Context: an optimization exercise on an open-source flow, tuned for small area, a short achievable clock period and few clock cycles. The choices shown serve that exercise and are no tape-out recipe.
Only simulation tests tie the RTL to the original design; equivalence was not proved.
Power is estimated from default activity; no workload was simulated.

`flow/flow/run.sh`:
```
#!/bin/bash
set -euo pipefail
export SETUP_SLACK_MARGIN=6
export BUFFER_PORTS_ARGS="-buffer_cell sky130_fd_sc_hd__buf_1"
echo 'export DONT_USE_CELLS += sky130_fd_sc_hd__ha_1 sky130_fd_sc_hd__ha_2 sky130_fd_sc_hd__ha_4 sky130_fd_sc_hd__fa_1 sky130_fd_sc_hd__fa_2 sky130_fd_sc_hd__fa_4' >> config.mk
echo 'export SKIP_REPAIR_TIE_FANOUT = 1' >> config.mk
bash standard.sh > flow_make.log 2>&1
```
`flow/standard.sh`:
```
#!/bin/bash
# synth_recipe.tcl (not shown) runs the flow's synth.tcl, then flattens the netlist and writes it again
# the make line also repeats each setting of config.mk as NAME=value (left out here)
make -C /OpenROAD-flow-scripts/flow DESIGN_CONFIG=/design/flow/config.mk WORK_HOME=/design/flow/orfs CLKGATE_MAP_FILE= SYNTH_SCRIPT=/design/flow/synth_recipe.tcl "${@:-finish}"
```
`flow/config.mk`:
```
export PLATFORM = sky130hd
export DESIGN_NAME = scc_core
export DESIGN_NICKNAME = scc_core
export VERILOG_FILES = /design/flow/design.v
export SDC_FILE = /design/flow/constraint.sdc
export NUM_CORES = 4
export LEC_CHECK = 0
export CAP_MARGIN = 20
export CORE_MARGIN = 2
export CORE_UTILIZATION = 60
export CTS_BUF_LIST = sky130_fd_sc_hd__clkbuf_4 sky130_fd_sc_hd__clkbuf_8
export SLEW_MARGIN = 20
export DONT_USE_CELLS += sky130_fd_sc_hd__ha_1 sky130_fd_sc_hd__ha_2 sky130_fd_sc_hd__ha_4 sky130_fd_sc_hd__fa_1 sky130_fd_sc_hd__fa_2 sky130_fd_sc_hd__fa_4
export SKIP_REPAIR_TIE_FANOUT = 1
```
`flow/constraint.sdc`:
```
create_clock -name core_clock -period 10.0 [get_ports {clk}]
set_input_delay 2.0000 -clock core_clock [delete_from_list [all_inputs] [get_ports {clk}]]
set_output_delay 2.0000 -clock core_clock [all_outputs]
set_load 0.01 [all_outputs]
```
`flow/design.v`:
```
module scc_core (
    input  wire        clk,
    input  wire        rst,
    input  wire        cmd_valid,
    output wire        cmd_ready,
    input  wire [63:0] cmd_word,
    output wire        rsp_valid,
    input  wire        rsp_ready,
    output wire [63:0] rsp_word,
    output wire        prim_valid,
    output wire [3:0]  prim_kind,
    output wire [15:0] prim_addr,
    output wire [31:0] prim_arg,
    input  wire        prim_ack,
    input  wire        prim_fail,
    input  wire [7:0]  prim_rdata,
    output wire [1:0]  st_pst,
    output wire        st_strm,
    output wire        st_inited,
    output wire [2:0]  st_gpio_lvl,
    output wire [2:0]  st_gpio_dir,
    output wire        st_clk_en,
    output wire [31:0] st_clk_hz,
    output wire [3:0]  st_rail_en
);
    localparam [31:0] MCLK_HZ = 32'd24000000;
    localparam [3:0] P_BUSWRITE  = 4'd0;
    localparam [3:0] P_BUSREAD   = 4'd1;
    localparam [3:0] P_GPIODIR   = 4'd2;
    localparam [3:0] P_GPIOWRITE = 4'd3;
    localparam [3:0] P_CLKFREQ   = 4'd4;
    localparam [3:0] P_CLKEN     = 4'd5;
    localparam [3:0] P_RAILEN    = 4'd6;
    localparam [3:0] P_SLEEP     = 4'd7;
    localparam [3:0] P_SCOPEACQ  = 4'd8;
    localparam [3:0] P_SCOPEREL  = 4'd9;
    localparam [3:0] C_INIT = 4'd0, C_STBYON = 4'd1, C_STBYOFF = 4'd2, C_PON = 4'd3,
                     C_POFF = 4'd4, C_EXP = 4'd5, C_EXPG = 4'd6, C_GAIN = 4'd7,
                     C_SEL = 4'd8, C_STRM = 4'd12;
    reg        idle_q;      
    reg        run_q;       
    reg        rsp_q;       
    reg        abt_q;       
    reg [4:0]  upc;         
    reg [3:0]  cls;         
    reg [15:0] t;           
    reg [8:0]  gt;          
    reg        glo;         
    reg        ghi;         
    reg [7:0]  cr;          
    reg        gsel;        
    reg [3:0]  pk;          
    reg [15:0] pa;
    reg [7:0]  pg;          
    reg [4:0]  pc;          
    reg [7:0]  rs;          
    reg        rv;          
    reg        rshow_lo;    
    reg        rshow_hi;    
    reg        rpclk;       
    reg        gpend;       
    reg        inited;
    reg        strm;
    reg        soff;        
    reg [1:0]  pst;
    reg        mode_valid;
    reg [1:0]  mode_idx;
    reg [15:0] exp_r;
    reg [8:0]  gain_r;
    reg [2:0]  gpio_lvl;
    reg [2:0]  gpio_dir;
    reg        clk_en;
    reg        clk_hz_on;   
    reg [3:0]  rail_en;
    function automatic ge16(input [15:0] x, input [15:0] c);
        integer i;
        reg r;
        begin
            r = 1'b1;
            for (i = 0; i < 16; i = i + 1)
                r = c[i] ? (x[i] & r) : (x[i] | r);
            ge16 = r;
        end
    endfunction
    function automatic [15:0] mode_field16(input [1:0] i, input [3:0] k);
        begin
            mode_field16 = 16'd0;
            case (k)
                4'd0: case (i) 2'd0: mode_field16 = 16'd2592; 2'd1: mode_field16 = 16'd1920;
                               default: mode_field16 = 16'd1280; endcase
                4'd1: case (i) 2'd0: mode_field16 = 16'd1944; 2'd1: mode_field16 = 16'd1080;
                               2'd2: mode_field16 = 16'd960; default: mode_field16 = 16'd720; endcase
                4'd2: mode_field16 = (i == 2'd1) ? 16'd336 : 16'd0;
                4'd3: mode_field16 = (i == 2'd1) ? 16'd432 : 16'd0;
                4'd4: case (i) 2'd0: mode_field16 = 16'd4000; 2'd1: mode_field16 = 16'd3560;
                               default: mode_field16 = 16'd3000; endcase
                4'd5: case (i) 2'd0: mode_field16 = 16'd4037; 2'd1: mode_field16 = 16'd2607;
                               2'd2: mode_field16 = 16'd2000; default: mode_field16 = 16'd1500; endcase
                4'd6: mode_field16 = 16'hF180;     
                4'd7: mode_field16 = 16'd0;
                4'd8: mode_field16 = i[1] ? 16'd2 : 16'd1;
                4'd9: mode_field16 = 16'd1;
                4'd10: case (i) 2'd0: mode_field16 = 16'd4033; 2'd1: mode_field16 = 16'd2603;
                                2'd2: mode_field16 = 16'd1996; default: mode_field16 = 16'd1496; endcase
                4'd11: mode_field16 = 16'd16;
                4'd12: mode_field16 = 16'd159;
                4'd13: mode_field16 = {14'd0, i};
                default: mode_field16 = 16'd0;
            endcase
        end
    endfunction
    function automatic [7:0] gcode_rom(input [7:0] g);
        begin
            case (g)
                8'd17: gcode_rom = 8'd8;
                8'd18: gcode_rom = 8'd10;
                8'd19: gcode_rom = 8'd12;
                8'd20: gcode_rom = 8'd12;
                8'd21: gcode_rom = 8'd14;
                8'd22: gcode_rom = 8'd24;
                8'd23: gcode_rom = 8'd27;
                8'd24: gcode_rom = 8'd33;
                8'd25: gcode_rom = 8'd38;
                8'd26: gcode_rom = 8'd42;
                8'd27: gcode_rom = 8'd46;
                8'd28: gcode_rom = 8'd49;
                8'd29: gcode_rom = 8'd49;
                8'd30: gcode_rom = 8'd52;
                8'd31: gcode_rom = 8'd54;
                8'd32: gcode_rom = 8'd56;
                8'd33: gcode_rom = 8'd61;
                8'd34: gcode_rom = 8'd66;
                8'd35: gcode_rom = 8'd66;
                8'd36: gcode_rom = 8'd70;
                8'd37: gcode_rom = 8'd74;
                8'd38: gcode_rom = 8'd74;
                8'd39: gcode_rom = 8'd76;
                8'd40: gcode_rom = 8'd76;
                8'd41: gcode_rom = 8'd80;
                8'd42: gcode_rom = 8'd83;
                8'd43: gcode_rom = 8'd83;
                8'd44: gcode_rom = 8'd86;
                8'd45: gcode_rom = 8'd89;
                8'd46: gcode_rom = 8'd89;
                8'd47: gcode_rom = 8'd94;
                8'd48: gcode_rom = 8'd94;
                8'd49: gcode_rom = 8'd97;
                8'd50: gcode_rom = 8'd100;
                8'd51: gcode_rom = 8'd100;
                8'd52: gcode_rom = 8'd106;
                8'd53: gcode_rom = 8'd106;
                8'd54: gcode_rom = 8'd106;
                8'd55: gcode_rom = 8'd109;
                8'd56: gcode_rom = 8'd109;
                8'd57: gcode_rom = 8'd109;
                8'd58: gcode_rom = 8'd115;
                8'd59: gcode_rom = 8'd115;
                8'd60: gcode_rom = 8'd115;
                8'd61: gcode_rom = 8'd115;
                8'd62: gcode_rom = 8'd118;
                8'd63: gcode_rom = 8'd118;
                8'd64: gcode_rom = 8'd118;
                8'd65: gcode_rom = 8'd124;
                8'd66: gcode_rom = 8'd124;
                8'd67: gcode_rom = 8'd124;
                8'd68: gcode_rom = 8'd130;
                8'd69: gcode_rom = 8'd130;
                8'd70: gcode_rom = 8'd130;
                8'd71: gcode_rom = 8'd136;
                8'd72: gcode_rom = 8'd136;
                8'd73: gcode_rom = 8'd136;
                8'd74: gcode_rom = 8'd142;
                8'd75: gcode_rom = 8'd142;
                8'd76: gcode_rom = 8'd142;
                8'd77: gcode_rom = 8'd147;
                8'd78: gcode_rom = 8'd147;
                8'd79: gcode_rom = 8'd147;
                8'd80: gcode_rom = 8'd147;
                8'd81: gcode_rom = 8'd149;
                8'd82: gcode_rom = 8'd149;
                8'd83: gcode_rom = 8'd149;
                8'd84: gcode_rom = 8'd154;
                8'd85: gcode_rom = 8'd154;
                8'd86: gcode_rom = 8'd154;
                8'd87: gcode_rom = 8'd154;
                8'd88: gcode_rom = 8'd160;
                8'd89: gcode_rom = 8'd160;
                8'd90: gcode_rom = 8'd160;
                8'd91: gcode_rom = 8'd160;
                8'd92: gcode_rom = 8'd160;
                8'd93: gcode_rom = 8'd162;
                8'd94: gcode_rom = 8'd162;
                8'd95: gcode_rom = 8'd162;
                8'd96: gcode_rom = 8'd162;
                8'd97: gcode_rom = 8'd162;
                8'd98: gcode_rom = 8'd168;
                8'd99: gcode_rom = 8'd168;
                8'd100: gcode_rom = 8'd168;
                8'd101: gcode_rom = 8'd168;
                8'd102: gcode_rom = 8'd168;
                8'd103: gcode_rom = 8'd172;
                8'd104: gcode_rom = 8'd172;
                8'd105: gcode_rom = 8'd172;
                8'd106: gcode_rom = 8'd172;
                8'd107: gcode_rom = 8'd178;
                8'd108: gcode_rom = 8'd178;
                8'd109: gcode_rom = 8'd178;
                8'd110: gcode_rom = 8'd178;
                8'd111: gcode_rom = 8'd178;
                8'd112: gcode_rom = 8'd180;
                8'd113: gcode_rom = 8'd180;
                8'd114: gcode_rom = 8'd180;
                8'd115: gcode_rom = 8'd180;
                8'd116: gcode_rom = 8'd180;
                8'd117: gcode_rom = 8'd180;
                8'd118: gcode_rom = 8'd184;
                8'd119: gcode_rom = 8'd184;
                8'd120: gcode_rom = 8'd184;
                8'd121: gcode_rom = 8'd184;
                8'd122: gcode_rom = 8'd188;
                8'd123: gcode_rom = 8'd188;
                8'd124: gcode_rom = 8'd188;
                8'd125: gcode_rom = 8'd188;
                8'd126: gcode_rom = 8'd188;
                8'd127: gcode_rom = 8'd193;
                8'd128: gcode_rom = 8'd193;
                8'd129: gcode_rom = 8'd193;
                8'd130: gcode_rom = 8'd193;
                8'd131: gcode_rom = 8'd193;
                8'd132: gcode_rom = 8'd195;
                8'd133: gcode_rom = 8'd195;
                8'd134: gcode_rom = 8'd195;
                8'd135: gcode_rom = 8'd195;
                8'd136: gcode_rom = 8'd195;
                8'd137: gcode_rom = 8'd199;
                8'd138: gcode_rom = 8'd199;
                8'd139: gcode_rom = 8'd199;
                8'd140: gcode_rom = 8'd199;
                8'd141: gcode_rom = 8'd228;
                8'd142: gcode_rom = 8'd228;
                8'd143: gcode_rom = 8'd228;
                8'd144: gcode_rom = 8'd228;
                8'd145: gcode_rom = 8'd228;
                8'd146: gcode_rom = 8'd228;
                8'd147: gcode_rom = 8'd228;
                8'd148: gcode_rom = 8'd228;
                8'd149: gcode_rom = 8'd228;
                8'd150: gcode_rom = 8'd228;
                8'd151: gcode_rom = 8'd229;
                8'd152: gcode_rom = 8'd229;
                8'd153: gcode_rom = 8'd229;
                8'd154: gcode_rom = 8'd229;
                8'd155: gcode_rom = 8'd229;
                8'd156: gcode_rom = 8'd229;
                8'd157: gcode_rom = 8'd229;
                8'd158: gcode_rom = 8'd229;
                8'd159: gcode_rom = 8'd229;
                8'd160: gcode_rom = 8'd229;
                8'd161: gcode_rom = 8'd234;
                8'd162: gcode_rom = 8'd234;
                8'd163: gcode_rom = 8'd234;
                8'd164: gcode_rom = 8'd234;
                8'd165: gcode_rom = 8'd234;
                8'd166: gcode_rom = 8'd234;
                8'd167: gcode_rom = 8'd234;
                8'd168: gcode_rom = 8'd234;
                8'd169: gcode_rom = 8'd234;
                default: gcode_rom = 8'h01;    
            endcase
        end
    endfunction
    localparam [4:0] K_1000 = 5'b00001, K_10000 = 5'b00010, K_20000 = 5'b00100,
                     K_30000 = 5'b01000, K_MCLK = 5'b10000;
    function automatic [31:0] arg_of(input [4:0] f);
        begin
            arg_of = (f[0] ? 32'd1000 : 32'd0) | (f[1] ? 32'd10000 : 32'd0) |
                     (f[2] ? 32'd20000 : 32'd0) | (f[3] ? 32'd30000 : 32'd0) |
                     (f[4] ? MCLK_HZ : 32'd0);
        end
    endfunction
    function automatic [32:0] prim_at(input [3:0] c, input [4:0] k, input [1:0] pm,
                                      input [15:0] s, input [15:0] f);
        reg [3:0]  pk_;
        reg [15:0] pa_;
        reg [7:0]  pg_;
        reg [4:0]  pc_;
        begin
            pk_ = P_SCOPEREL;
            pa_ = 16'd0;
            pg_ = 8'd0;
            pc_ = 5'd0;
            case (c)
                C_INIT: begin
                    pk_ = P_BUSREAD;
                    pa_ = k[0] ? 16'h2001 : 16'h2000;
                end
                C_STBYON: case (k[1:0])
                    2'd0: pk_ = P_SCOPEACQ;
                    2'd1: begin pk_ = P_GPIOWRITE; pa_ = 16'd1; end
                    2'd2: pk_ = P_CLKEN;
                    default: pk_ = P_SCOPEREL;
                endcase
                C_STBYOFF: case (k[2:0])
                    3'd0: pk_ = P_SCOPEACQ;
                    3'd1: begin pk_ = P_CLKFREQ; pc_ = K_MCLK; end
                    3'd2: begin pk_ = P_CLKEN;   pg_ = 8'd1; end
                    3'd3: begin pk_ = P_SLEEP;   pc_ = K_20000; pg_ = 8'h20; end
                    3'd4: pk_ = P_SCOPEREL;
                    default: begin pk_ = P_GPIOWRITE; pa_ = 16'd1; pg_ = 8'd1; end
                endcase
                C_PON: case (k)
                    5'd0:  pk_ = P_SCOPEACQ;
                    5'd1:  begin pk_ = P_GPIODIR;   pa_ = 16'd0; pg_ = 8'd1; end
                    5'd2:  begin pk_ = P_GPIODIR;   pa_ = 16'd1; pg_ = 8'd1; end
                    5'd3:  begin pk_ = P_GPIOWRITE; pa_ = 16'd0; end
                    5'd4:  begin pk_ = P_GPIOWRITE; pa_ = 16'd1; end
                    5'd5:  begin pk_ = P_SLEEP;     pc_ = K_1000; pg_ = 8'hE8; end
                    5'd6:  begin pk_ = P_CLKFREQ;   pc_ = K_MCLK; end
                    5'd7:  begin pk_ = P_CLKEN;     pg_ = 8'd1; end
                    5'd8:  begin pk_ = P_SLEEP;     pc_ = K_10000; pg_ = 8'h10; end
                    5'd9:  begin pk_ = P_GPIOWRITE; pa_ = 16'd2; pg_ = 8'd1; end
                    5'd10: begin pk_ = P_RAILEN;    pa_ = 16'd0; pg_ = 8'd1; end
                    5'd11: begin pk_ = P_RAILEN;    pa_ = 16'd1; pg_ = 8'd1; end
                    5'd12: begin pk_ = P_RAILEN;    pa_ = 16'd2; pg_ = 8'd1; end
                    5'd13: begin pk_ = P_RAILEN;    pa_ = 16'd3; pg_ = 8'd1; end
                    5'd14: begin pk_ = P_SLEEP;     pc_ = K_10000; pg_ = 8'h10; end
                    5'd15: begin pk_ = P_GPIOWRITE; pa_ = 16'd0; pg_ = 8'd1; end
                    5'd16: begin pk_ = P_GPIOWRITE; pa_ = 16'd1; pg_ = 8'd1; end
                    5'd17: begin pk_ = P_SLEEP;     pc_ = K_30000; pg_ = 8'h30; end
                    default: pk_ = P_SCOPEREL;
                endcase
                C_POFF: case (k[3:0])
                    4'd0:  pk_ = P_SCOPEACQ;
                    4'd1:  pk_ = P_CLKEN;
                    4'd2:  begin pk_ = P_GPIOWRITE; pa_ = 16'd2; end
                    4'd3:  begin pk_ = P_RAILEN;    pa_ = 16'd3; end
                    4'd4:  begin pk_ = P_RAILEN;    pa_ = 16'd2; end
                    4'd5:  begin pk_ = P_RAILEN;    pa_ = 16'd1; end
                    4'd6:  begin pk_ = P_RAILEN;    pa_ = 16'd0; end
                    4'd7:  begin pk_ = P_SLEEP;     pc_ = K_10000; pg_ = 8'h10; end
                    4'd8:  begin pk_ = P_GPIOWRITE; pa_ = 16'd0; end
                    4'd9:  begin pk_ = P_GPIOWRITE; pa_ = 16'd1; end
                    4'd10: begin pk_ = P_GPIODIR;   pa_ = 16'd0; end
                    4'd11: begin pk_ = P_GPIODIR;   pa_ = 16'd1; end
                    default: pk_ = P_SCOPEREL;
                endcase
                C_SEL, C_SEL + 4'd1, C_SEL + 4'd2, C_SEL + 4'd3,
                C_STRM, C_STRM + 4'd1, C_STRM + 4'd2, C_STRM + 4'd3: begin
                    pk_ = P_BUSWRITE;
                    case (k[1:0])
                        2'd0: begin pa_ = 16'h3000; pg_ = 8'h01; end
                        2'd1: begin pa_ = 16'h3100; pg_ = 8'h02; end
                        2'd2: begin
                            pa_ = 16'h3200;
                            case (pm)
                                2'd0: pg_ = 8'h0F;
                                2'd1: pg_ = 8'h07;
                                default: pg_ = 8'h03;
                            endcase
                        end
                        default: begin
                            if (pm[0]) begin pa_ = 16'h3201; pg_ = 8'h80; end
                            else       begin pa_ = 16'h3300; pg_ = 8'h55; end
                        end
                    endcase
                end
                default: begin   
                    pk_ = P_BUSWRITE;
                    if (c == C_GAIN || k[2]) begin
                        pa_ = 16'h1004;    
                    end else begin
                        case (k[1:0])
                            2'd0: begin pa_ = 16'h1000; pg_ = s[7:0]; end
                            2'd1: begin pa_ = 16'h1001; pg_ = s[15:8]; end
                            2'd2: begin pa_ = 16'h1002; pg_ = f[7:0]; end
                            default: begin pa_ = 16'h1003; pg_ = f[15:8]; end
                        endcase
                    end
                end
            endcase
            prim_at = {pk_, pa_, pg_, pc_};
        end
    endfunction
    wire [7:0]  op = cmd_word[63:56];
    wire [27:0] ca = cmd_word[55:28];
    wire [27:0] cb = cmd_word[27:0];
    wire [2:0]  tg = cb[2:0];
    wire op01 = (op == 8'h01), op02 = (op == 8'h02), op03 = (op == 8'h03), op04 = (op == 8'h04);
    wire op05 = (op == 8'h05), op06 = (op == 8'h06), op07 = (op == 8'h07), op08 = (op == 8'h08);
    wire op09 = (op == 8'h09), op0a = (op == 8'h0A);
    wire a_zero  = (ca == 28'd0);
    wire b_zero  = (cb == 28'd0);
    wire b_hi0_1 = (cb[27:1] == 27'd0);
    wire b_hi0_3 = (cb[27:3] == 25'd0);
    wire b_hi0_4 = (cb[27:4] == 24'd0);
    wire b_hi0_8 = (cb[27:8] == 20'd0);
    wire b_hi0_9 = (cb[27:9] == 19'd0);
    wire legal = ((op01 | op08 | op09) & a_zero & b_zero)
               | (op02 & a_zero & b_hi0_3 & (~tg[2] | (tg[1:0] == 2'd0)))
               | op03 | op07
               | (op04 & a_zero & b_hi0_1)
               | (op05 & b_zero)
               | (op06 & a_zero)
               | (op0a & a_zero & b_hi0_4 & ~(cb[3] & cb[2] & cb[1]));
    wire gated = op03 | op04 | op05 | op06 | op07;
    wire ok    = legal & (inited | ~gated);    
    wire pwr_legal = (tg == 3'd1) ? (pst == 2'd2) :
                     (tg == 3'd2) ? (pst == 2'd1) :
                     (tg == 3'd3) ? (pst == 2'd0) :
                     (tg == 3'd4) ? (pst != 2'd0) : 1'b0;
    wire a_2592 = (ca == 28'd2592);
    wire a_1920 = (ca == 28'd1920);
    wire a_1280 = (ca == 28'd1280);
    wire m0 = a_2592 & (cb == 28'd1944);
    wire m1 = a_1920 & (cb == 28'd1080);
    wire m2 = a_1280 & (cb == 28'd960);
    wire m3 = a_1280 & (cb == 28'd720);
    wire look_ok = m0 | m1 | m2 | m3;
    wire [1:0] look_idx = {~ca[11] & ~ca[7], ca[7] | (~ca[11] & ~cb[8])};
    wire [15:0] shutter = ca[19:4] | {16{~(ca[27:20] == 8'd0)}};
    wire b_gt159 = ~b_hi0_8 | ge16({8'd0, cb[7:0]}, 16'd160);
    wire b_le169 = b_hi0_8 & ~ge16({8'd0, cb[7:0]}, 16'd170);
    wire [7:0] code_in = (op07 & b_gt159) ? 8'd229 : gcode_rom(cb[7:0]);
    wire str_on_run = cb[0] & ~strm & (pst == 2'd2) & mode_valid;
    wire go_run = ok & (op01 | (op02 & pwr_legal) | (op03 & look_ok) | (op04 & str_on_run)
                        | ((op05 | op07) & mode_valid) | (op06 & b_le169));
    reg [7:0] st_in;     
    always @(*) begin
        st_in = 8'h00;
        if (!legal) st_in = 8'hF0;
        else if (gated && !inited) st_in = 8'hE0;
        else if (op02 && !pwr_legal) st_in = 8'h21;
        else if (op03 && !look_ok) st_in = 8'h30;
        else if (op04 && cb[0] && !strm && pst != 2'd2) st_in = 8'h42;
        else if (op04 && cb[0] && !strm && !mode_valid) st_in = 8'h41;
        else if ((op05 || op07) && !mode_valid) st_in = 8'h51;
    end
    reg [3:0]  pk_in;
    reg [15:0] pa_in;
    reg [7:0]  pg_in;
    reg [3:0]  cls_in;
    always @(*) begin
        pk_in  = P_BUSWRITE;
        pa_in  = 16'd0;
        pg_in  = 8'd0;
        cls_in = C_INIT;
        if (op01) begin
            pk_in = P_BUSREAD; pa_in = 16'h2000;
        end else if (op02) begin
            pk_in = P_SCOPEACQ; cls_in = {1'b0, tg};
        end else if (op03) begin
            pa_in = 16'h3000; pg_in = 8'h01; cls_in = {2'b10, look_idx};
        end else if (op04) begin
            pa_in = 16'h3000; pg_in = 8'h01; cls_in = {2'b11, mode_idx};
        end else if (op06) begin
            pa_in = 16'h1004; cls_in = C_GAIN;    
        end else begin
            pa_in = 16'h1000; pg_in = shutter[7:0]; cls_in = op05 ? C_EXP : C_EXPG;
        end
    end
    wire        is_prog = cls[3];
    wire [1:0]  pm = cls[1:0];
    reg s_ge;    
    reg [15:0] vts_cur;
    always @(*) begin
        case (mode_idx)
            2'd0: begin s_ge = ge16(t, 16'd4034); vts_cur = 16'd4037; end
            2'd1: begin s_ge = ge16(t, 16'd2604); vts_cur = 16'd2607; end
            2'd2: begin s_ge = ge16(t, 16'd1997); vts_cur = 16'd2000; end
            default: begin s_ge = ge16(t, 16'd1497); vts_cur = 16'd1500; end
        endcase
    end
    reg [13:0] s_inc;    
    integer j;
    reg carry;
    always @(*) begin
        carry = 1'b1;
        for (j = 0; j < 14; j = j + 1) begin
            s_inc[j] = t[j + 2] ^ carry;
            carry    = carry & t[j + 2];
        end
    end
    wire [15:0] frame = s_ge ? {s_inc, t[1:0]} : vts_cur;
    wire [8:0] g_cl = glo ? 9'd16 : ghi ? ((cls == C_EXPG) ? 9'd159 : 9'd511) : gt;
    wire [4:0] upc_n = {upc[4] ^ (&upc[3:0]), upc[3] ^ (&upc[2:0]), upc[2] ^ (&upc[1:0]),
                        upc[1] ^ upc[0], ~upc[0]};
    wire [32:0] nxt = prim_at(cls, upc_n, pm, t, frame);
    wire nxt_gsel = (cls == C_EXPG) && (upc[1:0] == 2'd3);
    reg last;
    always @(*) begin
        if (is_prog)
            last = pm[1] ? (pm[0] ? (upc[1:0] == 2'd1) : (upc[1:0] == 2'd2)) : (upc[1:0] == 2'd3);
        else case (cls)
            C_INIT:    last = upc[0];
            C_STBYON:  last = (upc[1:0] == 2'd3);
            C_STBYOFF: last = (upc[2:0] == 3'd5);
            C_PON:     last = (upc == 5'd18);
            C_POFF:    last = (upc[3:0] == 4'd12);
            C_EXP:     last = (upc[1:0] == 2'd3);
            C_EXPG:    last = upc[2];
            default:   last = 1'b1;    
        endcase
    end
    wire fallible = (pk != P_SLEEP) && (pk != P_SCOPEACQ) && (pk != P_SCOPEREL);
    wire is_pwr   = (cls == C_STBYON) || (cls == C_STBYOFF) || (cls == C_PON) || (cls == C_POFF);
    wire scope_held = is_pwr && !(cls == C_STBYOFF && upc[2:0] == 3'd5);
    reg [7:0] st_fail;
    always @(*) begin
        if (is_prog) st_fail = cls[2] ? 8'h40 : 8'h31;
        else case (cls)
            C_INIT:  st_fail = 8'h11;
            C_EXP, C_EXPG, C_GAIN: st_fail = 8'h50;
            default: st_fail = 8'h20;
        endcase
    end
    wire id_ok = (prim_rdata == (upc[0] ? 8'h5A : 8'hA5));
    wire fail  = fallible & prim_fail;
    always @(posedge clk) begin
        if (idle_q) begin
            cls      <= cls_in;
            upc      <= 5'd0;
            pk       <= pk_in;
            pa       <= pa_in;
            pg       <= pg_in;
            pc       <= 5'd0;
            gt       <= cb[8:0];
            glo      <= b_hi0_4;
            ghi      <= op07 ? b_gt159 : ~b_hi0_9;
            cr       <= code_in;
            gsel     <= op06;
            rs       <= st_in;
            rv       <= legal & op0a & mode_valid;
            rshow_lo <= legal & (op08 | op09 | (op0a & mode_valid));
            rshow_hi <= legal & (op08 | op09 | (op0a & mode_valid));
            rpclk    <= legal & op0a & mode_valid & (cb[3:0] == 4'd6);
            gpend    <= ok & op06 & ~b_le169;
            t        <= op08 ? exp_r :
                        op09 ? {7'd0, gain_r} :
                        op0a ? mode_field16(mode_idx, cb[3:0]) : shutter;
        end else if (run_q) begin
            if (cls == C_INIT) t[7:0] <= prim_rdata;
            if (prim_ack) begin
                if (abt_q) ;
                else if (fail) begin
                    rs <= st_fail;
                    if (scope_held) begin
                        pk <= P_SCOPEREL;
                        pa <= 16'd0;
                        pg <= 8'd1;
                        pc <= 5'd0;
                    end
                end else begin
                    if (!last) begin
                        gsel <= nxt_gsel;
                        {pk, pa, pg, pc} <= nxt;
                    end
                    if (cls == C_INIT && !id_ok) begin
                        rs       <= 8'h10;
                        rshow_lo <= 1'b1;
                    end else if (last) begin
                        upc <= 5'd0;
                    end else begin
                        upc <= upc_n;
                    end
                end
            end
        end
        if (rst) begin
            idle_q     <= 1'b1;
            run_q      <= 1'b0;
            rsp_q      <= 1'b0;
            abt_q      <= 1'b0;
            soff       <= 1'b0;
            inited     <= 1'b0;
            strm       <= 1'b0;
            pst        <= 2'd0;
            mode_valid <= 1'b0;
            mode_idx   <= 2'd0;
            exp_r      <= 16'd0;
            gain_r     <= 9'd0;
            gpio_lvl   <= 3'd0;
            gpio_dir   <= 3'd0;
            clk_en     <= 1'b0;
            clk_hz_on  <= 1'b0;
            rail_en    <= 4'd0;
        end else if (idle_q) begin
            soff <= cmd_valid & ok & op04 & ~cb[0];
            if (cmd_valid) begin
                idle_q <= 1'b0;
                run_q  <= go_run;
                rsp_q  <= ~go_run;
            end
        end else if (run_q) begin
            if (prim_ack) begin
                if (abt_q) begin
                    abt_q <= 1'b0;
                    run_q <= 1'b0;
                    rsp_q <= 1'b1;
                end else if (fail) begin
                    if (cls == C_INIT) inited <= 1'b0;
                    if (is_pwr) begin
                        pst  <= 2'd3;
                        strm <= 1'b0;
                    end
                    if (scope_held) abt_q <= 1'b1;
                    else begin
                        run_q <= 1'b0;
                        rsp_q <= 1'b1;
                    end
                end else begin
                    case (pk)
                        P_GPIODIR:   gpio_dir[pa[1:0]] <= pg[0];
                        P_GPIOWRITE: gpio_lvl[pa[1:0]] <= pg[0];
                        P_CLKFREQ:   clk_hz_on <= 1'b1;
                        P_CLKEN:     clk_en <= pg[0];
                        P_RAILEN:    rail_en[pa[1:0]] <= pg[0];
                        default: ;
                    endcase
                    if ((cls == C_EXP || cls == C_EXPG) && upc == 5'd3)
                        exp_r <= t;
                    if (cls == C_INIT && !id_ok) begin
                        inited <= 1'b0;
                        run_q  <= 1'b0;
                        rsp_q  <= 1'b1;
                    end else if (last) begin
                        run_q <= 1'b0;
                        rsp_q <= 1'b1;
                        if (is_prog) begin
                            mode_idx   <= pm;
                            mode_valid <= 1'b1;
                            if (cls[2]) strm <= 1'b1;
                        end else case (cls)
                            C_INIT: begin
                                mode_valid <= 1'b0;
                                mode_idx   <= 2'd0;
                                exp_r      <= 16'd0;
                                gain_r     <= 9'd0;
                                strm       <= 1'b0;
                                inited     <= 1'b1;
                            end
                            C_STBYON: begin pst <= 2'd1; strm <= 1'b0; end
                            C_STBYOFF, C_PON: pst <= 2'd2;
                            C_POFF: begin pst <= 2'd0; strm <= 1'b0; end
                            C_EXPG, C_GAIN: gain_r <= g_cl;
                            default: ;
                        endcase
                    end
                end
            end
        end else if (rsp_q) begin
            soff <= 1'b0;
            if (soff) strm <= 1'b0;
            if (gpend) gain_r <= g_cl;
            if (rsp_ready) begin
                rsp_q  <= 1'b0;
                idle_q <= 1'b1;
            end
        end
    end
    assign cmd_ready   = idle_q;
    assign rsp_valid   = rsp_q;
    assign rsp_word    = {rs, rv, 7'd0, 11'd0, upc,
                          3'd0, rpclk, 4'd0, rpclk, 2'd0, rpclk, 3'd0, rpclk,
                          t[15:8] & {8{rshow_hi}}, t[7:0] & {8{rshow_lo}}};
    assign prim_valid  = run_q;
    assign prim_kind   = pk;
    assign prim_addr   = pa;
    assign prim_arg    = {arg_of(pc) >> 8, pg | (cr & {8{gsel}})};
    assign st_pst      = pst;
    assign st_strm     = strm & ~soff;
    assign st_inited   = inited;
    assign st_gpio_lvl = gpio_lvl;
    assign st_gpio_dir = gpio_dir;
    assign st_clk_en   = clk_en;
    assign st_clk_hz   = clk_hz_on ? MCLK_HZ : 32'd0;
    assign st_rail_en  = rail_en;
endmodule
```
==> impl_metrics.py, run 1 <==
metrics = {
    "layout": {
        "fin_nets": 1472,
        "nFillCells": 1622,
        "fin_area_mm2": 0.0110,
        "area_growth_pct": 5.11,
        "drive_gt1_share_pct": 8.96,
        "diodes": 0,
    },
    "yosys": {
        "synth_warnings": 1,
        "ys_ff_latch": 129,
        "synthTopCellsByArea": "edfxtp_1, dfxtp_1, buf_4",
        "synthCells": 1379,
        "syn_area_mm2": 0.0105,
        "synth_edf_count": 70,
        "synth_nets": 1457,
        "seq_area_frac_synth_pct": 31.3,
        "async_reset_ff_share_pct": 0,
        "yosysUniqueCellTypes": 100,
        "avgSynthCellArea_um2": 7.60,
        "yosysTopAreaCell": "edfxtp_1",
        "ys.flop_type": "edfxtp_1",
        "synth_top_area_share_pct": 20.1,
    },
    "outcome": {
        "status": "no timing/DRC/antenna violations",
    },
    "detailed_routing": {
        "first_pass_iters": 5,
        "routed_wirelength_um": 36600,
        "routedWlPerCell_um": 22.4,
        "vias_per_cell": 6.88,
        "drc": 0,
        "postRouteAntennaNets": 0,
        "drt_iter0_drc": 1670,
        "num_vias": 11200,
    },
    "global_routing": {
        "grt_pass1_wl_um": 54700,
        "grt_use_total_pct": 38.4,
        "grt-ovfl-total": 0,
        "grt_pass1_vias": 9578,
        "grt_max_degree": 75,
        "antenna_found_initial": 1,
    },
    "placed_design": {
        "dp_hpwl_um": 25900,
        "gp_congestion": 0.961,
        "portBuffers": 169,
        "place_area_mm2": 0.0104,
    },
    "clock_tree": {
        "cts_buffers": 17,
        "cts_max_level": 4,
        "clock_sinks": 129,
        "clk_latency_ns": 0.46,
        "cts_buffer_depth": 2,
        "cts_tree": "yes",
        "cts_root_buf": "clkbuf_8",
        "clkSlewWorstSetupHoldPaths_ns": 0.09,
    },
    "sta": {
        "setup-violations-final": 0,
        "fmax_mhz": 252,
        "worst_slew_pin_slew_ns": 1.03,
        "fin_setup_tns_ns": 0,
        "relSlewSlack_pct": 30.6,
        "fin_crit_sh_pct": 39.7,
        "rsz0062_at_grt": "yes",
        "finClkSkew_ns": 0.0155,
        "period_needed_ns": 3.97,
        "finalHoldViolations": 0,
        "slew_violations": 0,
    },
    "floorplanning": {
        "coreArea_mm2": 0.0172,
        "dieWidth_um": 136,
        "initial_utilization_pct": 61.0,
        "rows": 48,
        "dieArea_mm2": 0.0185,
        "ios": 244,
        "die_h_um": 136,
    },
    "power": {
        "p_leak_nw": 3.61,
        "ir_drop_mv": 0.0980,
        "power.density_mw_per_mm2": 121,
    },
    "critical_path": {
        "cp-end-kind": "register",
        "critical-path-max-stage-delay_ns": 0.55,
        "crit_arrival_ns": 4.16,
        "path_class": "in2reg",
        "path_cells": "buf_1 > buf_12 > or4_1 > or4_4 > a21oi_2 > o211ai_1 > a21oi_2 > buf_4 > buf_4 > nor2_1",
        "cp-start-kind": "input pin",
        "worstPathMaxFanout": 43,
        "cp.required_ns": 10.19,
        "slowest_stage": "or4_4",
    },
    "job": {
        "cap_violations": 0,
    },
    "min_path": {
        "hold_path.class": "reg2reg",
    },
}
[cells in the final DEF, fill, tap and decap left out, types with 25 or more instances in the layout]
cell,count
nor2_1,128
nand2_1,154
inv_1,25
nor3_1,39
nand3_1,47
buf_1,159
edfxtp_1,70
dfxtp_1,58
a21oi_1,121
o21ai_0,120
[metal layers]
layer | GRT usage, % | part of all wire (%) | vias up
li1 | - | - | 5054
met1 | 52.3 | 39 | 5261
met5 | 0 | 0.033 | -
met4 | 17.0 | 4.8 | 2
met3 | 7.46 | 12 | 122
met2 | 59.1 | 45 | 796
[through the flow]
stage	instances	setup slack, ns	hold WS [ns]	power, mW	utilization, %
floorplan	1379	5.97	0.432	0.806	-
global placement	1593	5.14	0.440	0.868	60.4
detailed placement	1593	5.08	0.445	0.868	60.4
CTS	1627	5.92	0.457	1.32	63.0
global route	1632	5.98	0.470	1.38	64.1
finish	1632	6.03	0.456	1.33	64.1
[flip-flops by register name (all words and copies together) (netlist names), 5 cells and up]
name,cells
t,16
cr,8
pc,5
exp_r,16
pa,7
upc,5
gain_r,9
rs,6
pg,8
gt,9
[report_power, final]
part | total [mW] | leakage, nW | switching [mW] | internal (mW)
Clock | 0.461 | 0.189 | 0.253 | 0.207
Sequential | 0.622 | 1.15 | 0.0343 | 0.588
Combinational | 0.252 | 2.27 | 0.173 | 0.0788
[cells by family after synthesis]
family / Yosys count / synth area share, %
DFF: 129 / 31.3
AOI/OAI and AO/OA: 452 / 27.9
and+or+nand+nor: 542 / 25.8
muxes: 13 / 1.28
other: 1 / 0.0358
buffers and inverters: 225 / 12.1
xor gates and xnor gates: 17 / 1.42
[worst max-delay path: cells and delay by family]
kind / cells / cell delay, ns
buf+inv: 4 / 0.56
compound gates: 3 / 0.47
simple gates: 3 / 1.10
[timing repair]
item                                    4_1_cts  5_1_grt
hold buffers                                  0        0
endpoints found under the setup margin       42       66
pin swaps                                     2        8
buffers inserted                              2        5
gates resized for setup                      12       40
[synth_stat cells, drive strengths merged, types with 11 or more instances]
cell type    n
a21o        14
a21oi      123
a31oi       21
and2        22
buf        129
clkbuf      66
dfxtp       59
edfxtp      70
inv         26
nand2      154
nand2b      12
nand3       47
nand4       18
nor2       133
nor2b       16
nor3        39
nor4        27
o211ai      13
o21ai      124
o221ai      11
o22ai       19
o31ai       11
or2         14
[path summary, 6_finish.rpt]
path	startpoint	to	slack, ns	cells past startpoint
setup / recovery	cmd_word[3]	rs[7]	6.03	10
hold / removal	gpio_dir[0]	gpio_dir[0]	0.46	2
setup reg to reg	cls[2]	pg[4]	6.20	8
hold reg to reg	gpio_dir[0]	gpio_dir[0]	0.46	2
[cell type report]
type	count	area (um2)	area share, %
Clock inverter	14	143	1.30
Clock buffer	18	241	2.19
Timing Repair Buffer	192	868	7.89
Sequential cell	129	3290	29.9
Tap cell	225	282	2.56
Multi-Input combinational cell	1025	6080	55.2
Inverter	29	113	1.02
Testbench counts, summed over its fixed seeds: cycles 21,737.
==> inputs of run 2 (changes only) <==
==> flow/flow/run.sh (replaced) <==
#!/bin/bash
set -euo pipefail
export SETUP_SLACK_MARGIN=6.4
export BUFFER_PORTS_ARGS="-buffer_cell sky130_fd_sc_hd__buf_1"
echo 'export DONT_USE_CELLS += sky130_fd_sc_hd__ha_1 sky130_fd_sc_hd__ha_2 sky130_fd_sc_hd__ha_4 sky130_fd_sc_hd__fa_1 sky130_fd_sc_hd__fa_2 sky130_fd_sc_hd__fa_4' >> config.mk
echo 'export SKIP_REPAIR_TIE_FANOUT = 1' >> config.mk
bash standard.sh > flow_make.log 2>&1
--- a/flow/config.mk
+++ b/flow/config.mk
@@ -5,6 +5,7 @@
 export SDC_FILE = /design/flow/constraint.sdc
 export NUM_CORES = 4
 export LEC_CHECK = 0
+export ABC_AREA = 1
 export CAP_MARGIN = 20
 export CORE_MARGIN = 2
 export CORE_UTILIZATION = 60
==> impl_metrics.py, run 2 <==
metrics = {
    "yosys": {
        "synth_warnings": 1,
        "synthMostInstantiatedCell": "nand2_1",
        "ys_ff_latch": 129,
        "synth_mux_area_share_pct": 0,
        "synthCells": 1567,
        "synth_common_cells": "nand2_1, nor2_1, inv_1",
        "synth-compound-area-share_pct": 16.6,
        "yosysTopAreaCell": "edfxtp_1",
        "ys.flop_type": "edfxtp_1",
        "yosysUniqueCellTypes": 62,
        "synth_top_family_by_area": "simple AND/OR/NAND/NOR gates",
        "synth_simple_gate_area_share_pct": 34.5,
        "synthTopCellsByArea": "edfxtp_1, nand2_1, dfxtp_1",
        "synth_nets": 1645,
        "yosys.area_share.xor_xnor_pct": 0.254,
        "async_reset_ff_share_pct": 0,
        "seq_area_frac_synth_pct": 31.7,
        "avgSynthCellArea_um2": 6.61,
        "synth_top_area_share_pct": 20.3,
        "synth_edf_count": 70,
        "syn_area_mm2": 0.0104,
        "synth_fa_ha_area_share_pct": 0,
    },
    "floorplanning": {
        "dieArea_mm2": 0.0183,
        "dieWidth_um": 135,
        "ios": 244,
        "coreArea_mm2": 0.0171,
        "initial_utilization_pct": 60.7,
        "rows": 48,
        "die_h_um": 135,
    },
    "power": {
        "power.total_mw": 1.34,
        "p_sw_mw": 0.456,
        "power.density_mw_per_mm2": 122,
        "p_clk_share_pct": 34.9,
        "ir_drop_mv": 0.0876,
        "switching_share_pct": 33.9,
        "seq_power_share_pct": 45.9,
        "cell_internal_pwr_mw": 0.888,
        "p_leak_nw": 4.74,
        "combPwrFrac_pct": 19.1,
    },
    "clock_tree": {
        "clock_sinks": 129,
        "cts_buffer_depth": 2,
        "cts_tree": "yes",
        "clkSlewWorstSetupHoldPaths_ns": 0.08,
        "cts_root_buf": "clkbuf_8",
        "cts_buffers": 17,
        "clk_latency_ns": 0.48,
        "holdBufCountCts": 0,
        "cts_max_level": 4,
    },
    "detailed_routing": {
        "first_pass_iters": 7,
        "drt_iter0_drc": 1408,
        "routedWlPerCell_um": 19.3,
        "routed_wirelength_um": 36200,
        "drc": 0,
        "top_layer": "met4",
        "num_vias": 11300,
        "wl_met3_um": 3820,
        "wl_met1_um": 13600,
        "wl_met2_um": 16100,
        "postRouteAntennaNets": 0,
        "vias_per_cell": 6.00,
    },
    "global_routing": {
        "antenna_found_initial": 0,
        "grt_max_degree": 75,
        "grt_use_total_pct": 39.2,
        "grt-ovfl-total": 0,
        "grt_pass1_wl_um": 55300,
        "grt_pass1_vias": 10200,
    },
    "placed_design": {
        "place_area_mm2": 0.0104,
        "dp_hpwl_um": 28100,
        "gp_congestion": 1.05,
        "portBuffers": 169,
    },
    "critical_path": {
        "path_cells": "clkbuf_2 > nor2_2 > nand2_1 > nor2_1 > nand2_1 > nor2_1 > nand2_1 > nand2_1 > nand2_1 > nand2_1 > nand2_1 > nand2_2 > nand2_1 > a21oi_1 > a21oi_1",
        "rr_worst_depth": 15,
        "cp.required_ns": 10.22,
        "r2r_start": "mode_idx[1]",
        "startpoint": "cmd_word[5]",
        "cp-start-kind": "input pin",
        "critical-path-max-stage-delay_ns": 0.26,
        "slowest_stage": "nor2_2",
        "critPathMostFrequentCell": "nand2_1",
        "cp-end-kind": "register",
        "worstPathMaxFanout": 10,
        "path_class": "in2reg",
        "crit_arrival_ns": 3.79,
    },
    "layout": {
        "drive_gt1_share_pct": 10.8,
        "final_common_cell": "nand2_1",
        "area_growth_pct": 6.31,
        "nFillCells": 1612,
        "most-common-layout-cells": "nand2_1, nor2_1, inv_1",
        "top_regs": "exp_r x16, t x16",
        "fin_nets": 1717,
        "fin_area_mm2": 0.0110,
        "diodes": 0,
    },
    "sta": {
        "fin_crit_sh_pct": 35.7,
        "fin_setup_tns_ns": 0,
        "fmax_mhz": 280,
        "rsz0062_at_grt": "yes",
        "slew_violations": 0,
        "relSlewSlack_pct": 41.3,
        "finalHoldViolations": 0,
        "worst_slew_pin_slew_ns": 0.879,
        "finClkSkew_ns": 0.0141,
        "setup-violations-final": 0,
        "period_needed_ns": 3.57,
    },
    "job": {
        "cap_violations": 0,
    },
    "min_path": {
        "hold_path.class": "reg2reg",
        "hp-start": "gain_r[6]",
        "whs_path_depth": 2,
    },
    "outcome": {
        "status": "no timing/DRC/antenna violations",
    },
}
-- run 2: worst paths after layout --
check / slack (ns) / to
min: 0.48 / gain_r[6]
min reg2reg: 0.48 / gain_r[6]
max reg2reg: 6.61 / pg[1]
max: 6.43 / rs[4]
-- run 2: layout make-up --
type                            count  area, um2  share of cell area [%]
Clock buffer                       18        241                    2.19
Multi-Input combinational cell   1091       5420                    49.2
Clock inverter                     14        155                    1.41
Inverter                          210        807                    7.33
Tap cell                          225        282                    2.56
Timing Repair Buffer              190        821                    7.46
Sequential cell                   129       3280                    29.8
-- run 2: critical path: cells and delay by family --
family,cells,cell delay [ns]
and+or+nand+nor,12,1.34
AOI/OAI and AO/OA,2,0.23
buffers and inverters,1,0.22
-- run 2: what timing repair did --
action                     in CTS  in global routing
resized for setup              13                 32
setup endpoints to repair      26                 39
buffers inserted                5                 11
pin swaps                       2                  5
-- run 2: kinds of logic (layout without fill, tap and decap cells) --
group / count (synthesis) / in the layout
AND/OR/NAND/NOR: 792 / 792
buffers and inverters: 347 / 432
AO/OA/AOI/OAI: 295 / 295
flip-flops: 129 / 129
XOR/XNOR: 3 / 3
other: 1 / 1
-- run 2: power groups by stage --
stage | logic (mW) | registers [mW] | clock network, mW
floorplan | 0.189 | 0.619 | 0
global placement | 0.240 | 0.628 | 0
detailed placement | 0.242 | 0.628 | 0
CTS | 0.244 | 0.616 | 0.466
global route | 0.282 | 0.620 | 0.489
finish | 0.257 | 0.618 | 0.470
-- run 2: metrics by stage --
step	util, %	hold slack, ns	std cells	setup slack [ns]
floorplan	-	0.450	1567	6.52
detailed placement	60.7	0.466	1829	5.52
finish	64.5	0.482	1877	6.43
global route	64.5	0.521	1877	6.36
global placement	60.7	0.432	1829	5.56
CTS	63.5	0.486	1866	6.39
-- run 2: metal layers --
layer  vias up  track usage, %
li1       5239               -
met1      5057            49.7
met2       776            62.4
met3       198            7.44
met4         0            23.4
met5         -               0
==> inputs of run 3 (changes only) <==
--- a/flow/config.mk
+++ b/flow/config.mk
@@ -8,7 +8,7 @@
 export ABC_AREA = 1
 export CAP_MARGIN = 20
 export CORE_MARGIN = 2
-export CORE_UTILIZATION = 60
+export CORE_UTILIZATION = 55
 export CTS_BUF_LIST = sky130_fd_sc_hd__clkbuf_4 sky130_fd_sc_hd__clkbuf_8
 export SLEW_MARGIN = 20
 export DONT_USE_CELLS += sky130_fd_sc_hd__ha_1 sky130_fd_sc_hd__ha_2 sky130_fd_sc_hd__ha_4 sky130_fd_sc_hd__fa_1 sky130_fd_sc_hd__fa_2 sky130_fd_sc_hd__fa_4
==> impl_metrics.py, run 3 <==
metrics = {
    "detailed_routing": {
        "vias_per_cell": 5.95,
        "routed_wirelength_um": 37800,
        "postRouteAntennaNets": 0,
        "routedWlPerCell_um": 20.1,
        "drc": 0,
        "drt_iter0_drc": 1292,
        "num_vias": 11200,
        "first_pass_iters": 6,
    },
    "yosys": {
        "synth_common_cells": "nand2_1, nor2_1, inv_1",
        "yosysUniqueCellTypes": 62,
        "syn_area_mm2": 0.0104,
        "synth_nets": 1645,
        "synth_edf_count": 70,
        "synth_warnings": 1,
        "synth_top_area_share_pct": 20.3,
        "ys_ff_latch": 129,
        "synthTopCellsByArea": "edfxtp_1, nand2_1, dfxtp_1",
        "ys.flop_type": "edfxtp_1",
        "avgSynthCellArea_um2": 6.61,
        "seq_area_frac_synth_pct": 31.7,
        "synthCells": 1567,
        "async_reset_ff_share_pct": 0,
        "yosysTopAreaCell": "edfxtp_1",
        "synthMostInstantiatedCell": "nand2_1",
    },
    "power": {
        "power.density_mw_per_mm2": 125,
        "switching_share_pct": 33.5,
        "power.total_mw": 1.37,
        "cell_internal_pwr_mw": 0.913,
        "seq_power_share_pct": 45.0,
        "p_sw_mw": 0.459,
        "combPwrFrac_pct": 18.9,
        "ir_drop_mv": 0.0892,
        "p_clk_share_pct": 36.1,
        "p_leak_nw": 4.72,
    },
    "sta": {
        "finalHoldViolations": 0,
        "finClkSkew_ns": 0.0143,
        "rsz0062_at_grt": "yes",
        "post-route-worst-setup-slack_ns": 6.43,
        "period_needed_ns": 3.57,
        "fin_crit_sh_pct": 35.7,
        "slew_violations": 0,
        "setup-violations-final": 0,
        "holdWs_ns": 0.450,
        "fmax_mhz": 280,
        "worst_slew_pin_slew_ns": 0.898,
        "relSlewSlack_pct": 39.7,
        "fin_setup_tns_ns": 0,
    },
    "placed_design": {
        "dp.cells": 1836,
        "dp_slack_ns": 5.46,
        "gp_congestion": 1.02,
        "dp_hpwl_um": 29000,
        "portBuffers": 169,
        "place_area_mm2": 0.0104,
    },
    "global_routing": {
        "grt_pass1_wl_um": 57000,
        "antenna_found_initial": 0,
        "grt_busiest_layer": "met2",
        "met1_usage_pct": 48.0,
        "met3_usage_pct": 7.30,
        "grt_pass1_vias": 10300,
        "grt_use_total_pct": 37.1,
        "grt-ovfl-total": 0,
        "grt_max_degree": 75,
        "globalRouteMet2Util_pct": 60.3,
    },
    "floorplanning": {
        "die_h_um": 141,
        "coreArea_mm2": 0.0186,
        "rows": 50,
        "initial_utilization_pct": 55.7,
        "dieArea_mm2": 0.0199,
        "ios": 244,
        "dieWidth_um": 141,
    },
    "critical_path": {
        "crit_arrival_ns": 3.91,
        "reg2reg_to": "pg[1]",
        "cp-start-kind": "input pin",
        "path_class": "in2reg",
        "rrSetupSlack_ns": 6.57,
        "cp.required_ns": 10.34,
        "r2r_start": "mode_idx[1]",
        "startpoint": "cmd_word[56]",
        "rr_worst_depth": 15,
        "cp-end-kind": "register",
        "worstPathMaxFanout": 7,
    },
    "clock_tree": {
        "cts_root_buf": "clkbuf_8",
        "cts_max_level": 4,
        "clkSlewWorstSetupHoldPaths_ns": 0.09,
        "holdBufCountCts": 0,
        "cts_buffers": 17,
        "cts_buffer_depth": 2,
        "cts_tree": "yes",
        "clk_latency_ns": 0.47,
        "clock_sinks": 129,
    },
    "layout": {
        "drive_gt1_share_pct": 10.9,
        "area_growth_pct": 6.36,
        "final_cells": 1881,
        "fin_util_pct": 59.3,
        "diodes": 0,
        "most-common-layout-cells": "nand2_1, nor2_1, inv_1",
        "top_regs": "exp_r x16, t x16",
        "fin_nets": 1712,
        "fin_area_mm2": 0.0110,
        "final_common_cell": "nand2_1",
    },
    "min_path": {
        "hold_path.class": "reg2reg",
        "hold_end": "clk_en",
        "hp-start": "clk_en",
        "whs_path_depth": 2,
    },
    "job": {
        "cap_violations": 0,
    },
    "outcome": {
        "status": "no timing/DRC/antenna violations",
    },
}
==> run 3: cell counts after synthesis <==
No cell type changed its count.
==> run 3: repair_timing <==
item                                   CTS  global route
pin swaps                                1             3
gates cloned                             0             0
endpoints found under the hold margin    0             0
resized for setup                       10            38
setup buffers                            2            11
setup endpoints to repair               29            38
==> run 3: routing by layer <==
layer | vias to the layer above | part of all wire, %
li1 | 5218 | -
met1 | 5102 | 39
met2 | 746 | 46
met3 | 131 | 9.9
met4 | 0 | 5.2
met5 | - | 0
==> run 3: power groups by stage <==
stage | Combinational (mW) | Clock [mW] | Sequential [mW]
finish | 0.259 | 0.495 | 0.618
floorplan | 0.189 | 0 | 0.619
global placement | 0.245 | 0 | 0.628
detailed placement | 0.244 | 0 | 0.628
CTS | 0.247 | 0.498 | 0.616
global route | 0.283 | 0.519 | 0.620
==> run 3: worst max-delay path by stage <==
stage                     cells past startpoint    end  slack [ns]
final                                        11  pg[3]        6.43
after global routing                         15   t[7]        6.33
after CTS                                    15  rs[4]        6.41
after detailed placement                     11   t[6]        5.46
after global placement                       11   t[3]        5.44
after floorplan                              11   t[5]        6.52
==> run 3: cells by family after synthesis <==
kind of cell,after synthesis,share of synthesized area [%]
XOR/XNOR,3,0.254
flip-flops,129,31.7
AO/OA/AOI/OAI,295,16.6
buffers and inverters,347,16.9
AND/OR/NAND/NOR,792,34.5
other,1,0.0362
==> run 3: worst max-delay path, cell delays in order <==
cell     delay [ns]
buf_1          0.29
inv_1          0.14
nand2_1        0.21
nor2_1         0.07
nand2_1        0.15
inv_1          0.07
nor2_1         0.15
inv_1          0.11
nor4_4         0.42
o21ai_0        0.20
nand2_1        0.10
==> run 3: cell type report <==
cell class / count / area [um2]
clock buffer: 18 / 241
sequential: 129 / 3280
timing repair buffer: 185 / 785
inverter: 210 / 808
multi-input combinational: 1091 / 5420
fill: 1916 / 7570
tap: 234 / 293
clock inverter: 14 / 179
==> inputs of run 4 (changes only) <==
==> flow/flow/run.sh (replaced) <==
#!/bin/bash
set -euo pipefail
export SETUP_SLACK_MARGIN=6.8
export BUFFER_PORTS_ARGS="-buffer_cell sky130_fd_sc_hd__buf_1"
echo 'export DONT_USE_CELLS += sky130_fd_sc_hd__ha_1 sky130_fd_sc_hd__ha_2 sky130_fd_sc_hd__ha_4 sky130_fd_sc_hd__fa_1 sky130_fd_sc_hd__fa_2 sky130_fd_sc_hd__fa_4' >> config.mk
echo 'export SKIP_REPAIR_TIE_FANOUT = 1' >> config.mk
bash standard.sh > flow_make.log 2>&1
==> impl_metrics.py, run 4 <==
metrics = {
    "outcome": {
        "status": "no timing/DRC/antenna violations",
    },
    "yosys": {
        "synth_nets": 1645,
        "synth_simple_gate_area_share_pct": 34.5,
        "synthMostInstantiatedCell": "nand2_1",
        "seq_area_frac_synth_pct": 31.7,
        "synth-compound-area-share_pct": 16.6,
        "avgSynthCellArea_um2": 6.61,
        "yosysUniqueCellTypes": 62,
        "ys_ff_latch": 129,
        "synth_mux_area_share_pct": 0,
        "synth_warnings": 1,
        "yosysTopAreaCell": "edfxtp_1",
        "synthCells": 1567,
        "async_reset_ff_share_pct": 0,
        "synth_fa_ha_area_share_pct": 0,
        "synth_common_cells": "nand2_1, nor2_1, inv_1",
        "synth_top_family_by_area": "simple AND/OR/NAND/NOR gates",
        "yosys.area_share.xor_xnor_pct": 0.254,
        "synth_top_area_share_pct": 20.3,
        "ys.flop_type": "edfxtp_1",
        "synthTopCellsByArea": "edfxtp_1, nand2_1, dfxtp_1",
        "synth_edf_count": 70,
        "syn_area_mm2": 0.0104,
    },
    "sta": {
        "finalHoldViolations": 0,
        "rsz0062_at_grt": "yes",
        "relSlewSlack_pct": 33.9,
        "finClkSkew_ns": 0.0191,
        "worst_slew_pin_slew_ns": 0.990,
        "period_needed_ns": 3.37,
        "setup-violations-final": 0,
        "fin_setup_tns_ns": 0,
        "fmax_mhz": 297,
        "fin_crit_sh_pct": 33.7,
        "slew_violations": 0,
    },
    "floorplanning": {
        "die_h_um": 141,
        "initial_utilization_pct": 55.7,
        "dieArea_mm2": 0.0199,
        "rows": 50,
        "coreArea_mm2": 0.0186,
        "dieWidth_um": 141,
        "ios": 244,
    },
    "layout": {
        "fin_util_pct": 68.8,
        "final_common_cell": "nand2_1",
        "drive_gt1_share_pct": 26.7,
        "diodes": 0,
        "most-common-layout-cells": "nand2_1, nor2_1, inv_1",
        "area_growth_pct": 23.5,
        "fin_nets": 1800,
        "top_regs": "exp_r x16, t x16",
    },
    "critical_path": {
        "path_cells": "a21o_1 > buf_1",
        "cp-start-kind": "register",
        "cp-end-kind": "output pin",
        "worstPathMaxFanout": 8,
        "crit_arrival_ns": 1.37,
        "slowest_stage": "edfxtp_1",
        "critical-path-max-stage-delay_ns": 0.55,
        "cp.required_ns": 8.00,
        "path_class": "reg2out",
    },
    "global_routing": {
        "grt_use_total_pct": 38.8,
        "grt_pass1_wl_um": 59500,
        "grt_pass1_vias": 10700,
        "antenna_found_initial": 0,
        "grt_max_degree": 75,
        "grt-ovfl-total": 0,
    },
    "placed_design": {
        "dp_hpwl_um": 28800,
        "gp_congestion": 1.05,
        "portBuffers": 169,
    },
    "clock_tree": {
        "clock_sinks": 129,
        "cts_root_buf": "clkbuf_8",
        "cts_max_level": 4,
        "clkSlewWorstSetupHoldPaths_ns": 0.08,
        "cts_buffer_depth": 2,
        "cts_buffers": 17,
        "cts_tree": "yes",
        "clk_latency_ns": 0.48,
    },
    "detailed_routing": {
        "drt_iter0_drc": 1289,
        "postRouteAntennaNets": 0,
        "vias_per_cell": 6.11,
        "num_vias": 12000,
        "drc": 0,
        "first_pass_iters": 5,
        "routedWlPerCell_um": 20.7,
        "routed_wirelength_um": 40700,
    },
    "min_path": {
        "hold_path.class": "reg2reg",
    },
    "power": {
        "p_leak_nw": 5.56,
        "ir_drop_mv": 0.0954,
        "power.density_mw_per_mm2": 117,
    },
    "job": {
        "cap_violations": 0,
    },
}
## run 4: layout make-up
class	count	area [um2]
sequential	129	3310
clock buffer	18	241
clock inverter	14	224
timing repair inverter	3	21.3
tap	234	293
multi-input combinational	1092	6130
fill	1597	5790
inverter	210	857
timing repair buffer	269	1710
## run 4: kinds of logic (layout without fill, tap and decap cells)
family                    count (synthesis)  count (layout)
other                                     1               1
AOI/OAI and AO/OA                       295             295
buffers and inverters                   347             514
xor gates and xnor gates                  3               3
and+or+nand+nor                         792             793
DFF                                     129             129
## run 4: worst paths after layout
kind	start	to	slack [ns]	cells after the start
worst max register to register	mode_idx[1]	pg[1]	6.92	15
worst max-delay path	gsel	prim_arg[2]	6.63	2
worst min register to register	clk_en	clk_en	0.45	2
worst min-delay path	clk_en	clk_en	0.45	2
## run 4: where the power goes
group          leakage (nW)  switching [mW]  total, mW  internal (mW)
sequential             1.16          0.0212      0.609          0.588
combinational          4.16           0.224      0.331          0.107
clock                 0.233           0.248      0.552          0.304
## run 4: what timing repair did
action	CTS	global route
gates cloned	4	3
hold endpoints to repair	0	0
resized for setup	110	215
setup endpoints to repair	98	133
setup buffers	50	42
hold buffers	0	0
pin swaps	50	81
## run 4: worst max-delay path, delay by kind of cell, from the launching register on
kind	cells	cell delay [ns]
flip-flops	1	0.55
AO/OA/AOI/OAI	1	0.23
buffers and inverters	1	0.13
## run 4: metal layers
metal	wire length (um)	track usage (%)	up-vias
li1	-	-	5423
met1	15300	50.1	5516
met2	18500	61.6	892
met3	4260	7.68	200
met4	2580	20.5	0
met5	0	0	-
## run 4: through the flow
step	instance area (um2)	power, mW	worst slack (ns)	instances	hold slack (ns)
5_1_grt	12800	1.54	6.58	1969	0.476
4_1_cts	11800	1.45	6.64	1924	0.451
2_1_floorplan	10600	0.818	6.64	1567	0.450
6_report	12800	1.49	6.63	1969	0.449
3_3_place_gp	10600	0.879	5.75	1838	0.433
3_5_place_dp	10600	0.880	5.69	1838	0.438
==> inputs of run 5 (changes only) <==
==> flow/flow/run.sh (replaced) <==
#!/bin/bash
set -euo pipefail
export SETUP_SLACK_MARGIN=6.65
export BUFFER_PORTS_ARGS="-buffer_cell sky130_fd_sc_hd__buf_1"
echo 'export DONT_USE_CELLS += sky130_fd_sc_hd__ha_1 sky130_fd_sc_hd__ha_2 sky130_fd_sc_hd__ha_4 sky130_fd_sc_hd__fa_1 sky130_fd_sc_hd__fa_2 sky130_fd_sc_hd__fa_4' >> config.mk
echo 'export SKIP_REPAIR_TIE_FANOUT = 1' >> config.mk
bash standard.sh > flow_make.log 2>&1
==> impl_metrics.py, run 5 <==
metrics = {
    "yosys": {
        "syn_area_mm2": 0.0104,
        "synth_common_cells": "nand2_1, nor2_1, inv_1",
        "ys_ff_latch": 129,
        "synth_simple_gate_area_share_pct": 34.5,
        "async_reset_ff_share_pct": 0,
        "synth_top_area_share_pct": 20.3,
        "yosysUniqueCellTypes": 62,
        "ys.flop_type": "edfxtp_1",
        "seq_area_frac_synth_pct": 31.7,
        "synth_mux_area_share_pct": 0,
        "synthMostInstantiatedCell": "nand2_1",
        "synthCells": 1567,
        "synth_edf_count": 70,
        "synth_top_family_by_area": "simple AND/OR/NAND/NOR gates",
        "synth-compound-area-share_pct": 16.6,
        "avgSynthCellArea_um2": 6.61,
        "yosysTopAreaCell": "edfxtp_1",
        "yosys.area_share.xor_xnor_pct": 0.254,
        "synth_warnings": 1,
        "synth_fa_ha_area_share_pct": 0,
        "synthTopCellsByArea": "edfxtp_1, nand2_1, dfxtp_1",
        "synth_nets": 1645,
    },
    "floorplanning": {
        "ios": 244,
        "rows": 50,
        "dieWidth_um": 141,
        "initial_utilization_pct": 55.7,
        "die_h_um": 141,
        "coreArea_mm2": 0.0186,
        "dieArea_mm2": 0.0199,
    },
    "sta": {
        "worst_slew_pin_slew_ns": 0.950,
        "fin_crit_sh_pct": 33.9,
        "finClkSkew_ns": 0.0190,
        "holdWs_ns": 0.448,
        "relSlewSlack_pct": 36.3,
        "rsz0062_at_grt": "yes",
        "fin_setup_tns_ns": 0,
        "fmax_mhz": 295,
        "finalHoldViolations": 0,
        "post-route-worst-setup-slack_ns": 6.61,
        "setup-violations-final": 0,
        "period_needed_ns": 3.39,
        "slew_violations": 0,
    },
    "placed_design": {
        "dp.cells": 1838,
        "gp_congestion": 1.03,
        "dp_slack_ns": 5.60,
        "dp_hpwl_um": 29000,
        "portBuffers": 169,
    },
    "min_path": {
        "hold_path.class": "reg2reg",
    },
    "detailed_routing": {
        "routedWlPerCell_um": 19.8,
        "postRouteAntennaNets": 0,
        "drc": 0,
        "num_vias": 11500,
        "drt_iter0_drc": 1209,
        "routed_wirelength_um": 37900,
        "vias_per_cell": 5.99,
        "first_pass_iters": 6,
    },
    "layout": {
        "nFillCells": 1807,
        "final_common_cell": "nand2_1",
        "top_regs": "exp_r x16, t x16",
        "diodes": 0,
        "fin_nets": 1745,
        "multi_input_area_mm2": 0.00568,
        "fin_util_pct": 62.5,
        "final_cells": 1914,
        "area_growth_pct": 12.1,
        "register_area_mm2": 0.00329,
        "drive_gt1_share_pct": 16.5,
        "most-common-layout-cells": "nand2_1, nor2_1, inv_1",
    },
    "global_routing": {
        "grt_use_total_pct": 36.9,
        "grt-ovfl-total": 0,
        "grt_max_degree": 75,
        "grt_pass1_vias": 10300,
        "antenna_found_initial": 0,
        "grt_pass1_wl_um": 57100,
    },
    "critical_path": {
        "slowest_stage": "or2_4",
        "cp-start-kind": "input pin",
        "critical-path-max-stage-delay_ns": 0.33,
        "path_cells": "buf_1 > nor2_1 > nand2_1 > nor2_4 > clkinvlp_4 > or2_4 > o21ai_2 > nand2_1 > o21ai_1 > a21oi_1 > o21ai_1 > o21ai_1",
        "path_class": "in2reg",
        "cp.required_ns": 10.19,
        "critPathMostFrequentCell": "o21ai_1",
        "worstPathMaxFanout": 6,
        "cp-end-kind": "register",
        "crit_arrival_ns": 3.58,
    },
    "clock_tree": {
        "cts_buffers": 17,
        "cts_tree": "yes",
        "cts_buffer_depth": 2,
        "clock_sinks": 129,
        "cts_root_buf": "clkbuf_8",
        "clk_latency_ns": 0.47,
        "clkSlewWorstSetupHoldPaths_ns": 0.09,
        "cts_max_level": 4,
    },
    "power": {
        "power.density_mw_per_mm2": 121,
        "ir_drop_mv": 0.0905,
        "p_leak_nw": 4.99,
    },
    "job": {
        "cap_violations": 0,
    },
    "outcome": {
        "status": "no timing/DRC/antenna violations",
    },
}
[run 5: changes by cell type in the layout (fill, tap and decap cells not counted), sizes merged]
cell	change
nand2	-1
inv	+6
clkbuf	-20
buf	-30
clkinv	-3
clkinvlp	-3
bufbuf	-2
bufinv	-2
[run 5: worst paths after layout]
kind / from / cells after the start / slack, ns / to
min: clk_en / 2 / 0.45 / clk_en
min reg2reg: clk_en / 2 / 0.45 / clk_en
max reg2reg: idle_q / 7 / 6.88 / pg[5]
max: cmd_word[51] / 12 / 6.61 / t[5]
[run 5: repair_timing]
action | 4_1_cts | 5_1_grt
pin swaps | 9 | 20
setup endpoints to repair | 69 | 95
gates resized for setup | 43 | 65
hold buffers | 0 | 0
setup buffers | 16 | 28
[run 5: through the flow]
stage / total power, mW / cell area (um2)
floorplan: 0.816 / 10600
global placement: 0.878 / 10500
detailed placement: 0.880 / 10500
CTS: 1.38 / 11200
global route: 1.45 / 11600
finish: 1.41 / 11600
[run 5: report_power, final]
| part | total, mW | switching, mW | internal (mW) | leakage (nW) |
|---|---|---|---|---|
| Sequential | 0.614 | 0.0248 | 0.589 | 1.16 |
| Combinational | 0.281 | 0.201 | 0.0798 | 3.62 |
| Clock | 0.513 | 0.257 | 0.256 | 0.221 |
| Total | 1.41 | 0.483 | 0.925 | 4.99 |
[run 5: critical path: cells and delay by family]
family / cells / cell delay (ns)
and+or+nand+nor: 5 / 0.83
AOI/OAI and AO/OA: 5 / 0.45
buffers and inverters: 2 / 0.31
[run 5: layer usage]
layer	track usage [%]	routed length [um]	vias up
met4	16.3	1870	0
li1	-	-	5294
met5	0	0	-
met1	49.2	14800	5304
met2	59.8	17400	721
met3	5.33	3750	142
[run 5: logic make-up after synthesis]
kind of cell | after synthesis
simple gates | 792
buf+inv | 347
compound gates | 295
flops | 129
xor+xnor | 3
other cells | 1
[run 5: cell type report]
type / count / share of cell area (%)
clock inverter: 15 / 1.67
sequential: 129 / 28.3
multi-input combinational: 1091 / 48.9
inverter: 210 / 7.19
tap: 234 / 2.52
timing repair buffer: 218 / 9.37
clock buffer: 17 / 2.02

## afterwards: timing with drivers on the ports
How much do the figures lean on ideal ports? The routed layouts below were timed once more, with nothing changed but the port constraints. Step 1: set_driving_cell puts a clkbuf_16 on clk and a buf_2 on each other input, an assumption about the parent block. Step 2 times the ports against the registers' clock, not the clock port: input delays grow and output delays shrink by t, the midpoint of the rising clock arrivals with the driver on. Slacks: no drivers / after step 1 / after step 2; pairs: no drivers / after step 1.
run	t, ns	setup slack, ns	worst setup path after step 2	slew at the worst register clock pin (ns)	worst data-port slew with drivers (ns)
run 1	0.493	6.034 / 6.050 / 5.557	input to register	0.10 / 0.10	0.08
run 2	0.511	6.426 / 6.447 / 5.936	input to register	0.09 / 0.09	0.04
run 3	0.504	6.426 / 6.400 / 5.942	input to register	0.09 / 0.09	0.04
run 4	0.510	6.628 / 6.586 / 6.203	input to register	0.10 / 0.10	0.05
run 5	0.497	6.606 / 6.611 / 6.122	input to register	0.11 / 0.11	0.04
After both steps every run listed still meets setup and hold. The setup slack of run 2, which loses most, moves by +0.021 ns with the drivers and by -0.490 ns with both steps.
